What follows belongs to an exercise in optimizing a design on an open flow for a short achievable clock period and few clock cycles; a production flow would make more cautious choices.
No activity file was given, so power comes from the tool's default toggle rates.

==> flow/design.v (excerpt) <==
module idxfp (
    input             clk,
    input             rst,             
    input             reset_capable,   
    input             poll,
    input      [31:0] now,
    output            busy,
    input             rx_avail,
    input       [7:0] rx_data,
    output            rx_pop,
    output            rdr_rst_n,
    output            ev_read,
    output            ev_remove,
    output     [39:0] ev_tag,
    input             cfg_req,
    input             cfg_we,
    input       [1:0] cfg_addr,
    input      [31:0] cfg_wdata,
    output     [31:0] cfg_rdata
);
    reg         rc;          
    reg         act;         
    reg         pe;          
    reg  [3:0]  cnt;         
    reg         seen;        
    reg         f_rt;        
    reg         f_exp;       
    reg         nr, nm, np;  
    reg  [11:0] dl_lo;       
    reg  [20:0] now_hi;      
    reg  [11:0] dl_mid;      
    reg  [47:0] fb;          
    reg  [7:0]  syn;         
    reg  [3:0]  hold;
    reg  [3:0]  ncnt;
    reg         fd_err;
    reg         in_frame;
    reg  [1:0]  pstate;
    reg  [32:0] deadline;
    reg  [39:0] last_tag;
    reg  [31:0] wait_r;
    reg  [1:0]  ev_en;
    reg  [3:0]  errstat;
    reg  [31:0] cfg_rdata_q;
    wire        take = pe && rx_avail;    
    assign rx_pop    = take;
    assign busy      = act;
    assign ev_read   = nr && !take;
    assign ev_remove = nm && !take;
    assign rdr_rst_n = !(np && !take);
    assign ev_tag    = last_tag;
    assign cfg_rdata = cfg_rdata_q;
    wire        exp_ge;
    wire [11:0] dl_lo_n;
    wire [11:0] dl_mid_n;
    wire [10:0] dl_top;
    wire        rc_n, act_n, pe_n, seen_n, f_rt_n, f_exp_n, nr_n, nm_n, np_n;
    wire [3:0]  cnt_n;
    wire [11:0] dl_lo_q_n;
    wire [20:0] now_hi_n;
    wire [47:0] fb_n;
    wire [7:0]  syn_n;
    wire [3:0]  hold_n, ncnt_n;
    wire        fd_err_n, in_frame_n;
    wire [1:0]  pstate_n;
    wire [32:0] deadline_n;
    wire [39:0] last_tag_n;
    wire [31:0] wait_n;
    wire [1:0]  ev_en_n;
    wire [3:0]  errstat_n;
    wire [31:0] cfg_rdata_n;
    idxfp_cmp u_cmp (
        .now(now), .deadline(deadline), .ge(exp_ge)
    );
    idxfp_add u_add (
  ...
==> flow/config.mk <==
export PLATFORM = sky130hd
export DESIGN_NAME = idxfp
export DESIGN_NICKNAME = idxfp
export VERILOG_FILES = /design/flow/design.v
export SDC_FILE = /design/flow/constraint.sdc
export NUM_CORES = 4
export LEC_CHECK = 0
export CAP_MARGIN = 20
export CORE_MARGIN = 2
export CORE_UTILIZATION = 40
export SETUP_SLACK_MARGIN = 2.7
export SLEW_MARGIN = 20
export SYNTH_HIERARCHICAL = 1
==> flow/constraint.sdc <==
create_clock -name core_clock -period 5.0 [get_ports {clk}]
set_input_delay 1.0000 -clock core_clock [delete_from_list [all_inputs] [get_ports {clk}]]
set_output_delay 1.0000 -clock core_clock [all_outputs]
set_load 0.01 [all_outputs]
standard.sh (not shown) runs the stock make flow with config.mk's settings and CLKGATE_MAP_FILE= SYNTH_SCRIPT=/design/flow/synth_recipe.tcl, a recipe that flattens the netlist after the stock synthesis.
==> flow/flow/run.sh <==
#!/bin/bash
# The standard layout flow (standard.sh), with the platform's don't-use
# list extended by slow high-fan-in OR/NOR cells, 3-input XOR/XNOR cells and
# the adder cells, so that ABC and the resizer map the logic onto faster
# gates. Everything else, synthesis script included, is the standard flow.
set -euo pipefail
here=$(pwd)
du=$(make -s -C "$FLOW_HOME" DESIGN_CONFIG="$here/config.mk" WORK_HOME="$here/orfs" \
       print-DONT_USE_CELLS 2> "$here/print_dont_use.log" | sed -n 's/^DONT_USE_CELLS: //p')
extra=$(tr '\n' ' ' < "$here/flow/dont_use_extra.txt")
bash standard.sh "DONT_USE_CELLS=$du $extra" finish > "$here/standard_flow.log" 2>&1
==> flow/flow/dont_use_extra.txt <==
sky130_fd_sc_hd__or3_*
sky130_fd_sc_hd__or3b_*
sky130_fd_sc_hd__or4_*
sky130_fd_sc_hd__or4b_*
sky130_fd_sc_hd__or4bb_*
sky130_fd_sc_hd__nor4_*
sky130_fd_sc_hd__nor4b_*
sky130_fd_sc_hd__nor4bb_*
sky130_fd_sc_hd__xor3_*
sky130_fd_sc_hd__xnor3_*
sky130_fd_sc_hd__a2111o_*
sky130_fd_sc_hd__a2111oi_*
sky130_fd_sc_hd__fa_*
sky130_fd_sc_hd__ha_*
Next try:
==> flow/run.sh (new file) <==
#!/bin/bash
# synth_recipe.tcl (not shown) runs the flow's synth.tcl, then flattens the netlist and writes it again
# the make line also repeats each setting of config.mk as NAME=value (left out here)
make -C /OpenROAD-flow-scripts/flow DESIGN_CONFIG=/design/flow/config.mk WORK_HOME=/design/flow/orfs CLKGATE_MAP_FILE= SYNTH_SCRIPT=/design/flow/synth_recipe.tcl finish
removed: flow/flow/run.sh
removed: flow/flow/dont_use_extra.txt
removed: flow/standard.sh
Hold slack got worse by 0.0039 ns.
Synthesized cell count drops by 1.8%.
Cell area grows by 0.34%.
Core utilization is about the same.
Setup slack gets worse by 0.016 ns.
Critical path depth is unchanged.
Sequential power barely changes.
Via count came out lower by 2.1%.
No run of this note included a check of the RTL's function; only the layout flow was run.

afterwards: timing with drivers on the ports:
The flow's constraints put no driver on any port. The routed layouts listed below were extracted and timed again, unchanged, in two steps.
Step 1 sets driving cells, clkbuf_16 on the clock port and buf_2 on the other inputs (assumed; they add their load-dependent delay and slew).
Step 2, shift: input delay + t, output delay - t, t = (earliest + latest rising clock arrival at the registers) / 2. This alone moves slack from input paths to output paths.
Slacks: ideal ports / drivers / drivers and shift; pairs: ideal ports / drivers.
run	shift t [ns]	setup slack, ns	worst setup path after step 2	clock arrival spread, ns	cell pins on the clock port's net
the first run	0.594	2.612 / 2.536 / 2.053	input to register	0.014 / 0.014	1
the second run	0.585	2.596 / 2.548 / 2.191	input to register	0.009 / 0.009	1
After both steps setup and hold are still met in every run listed. The setup slack of the first run, which loses most, moves by -0.076 ns with the drivers and by -0.559 ns with both steps.
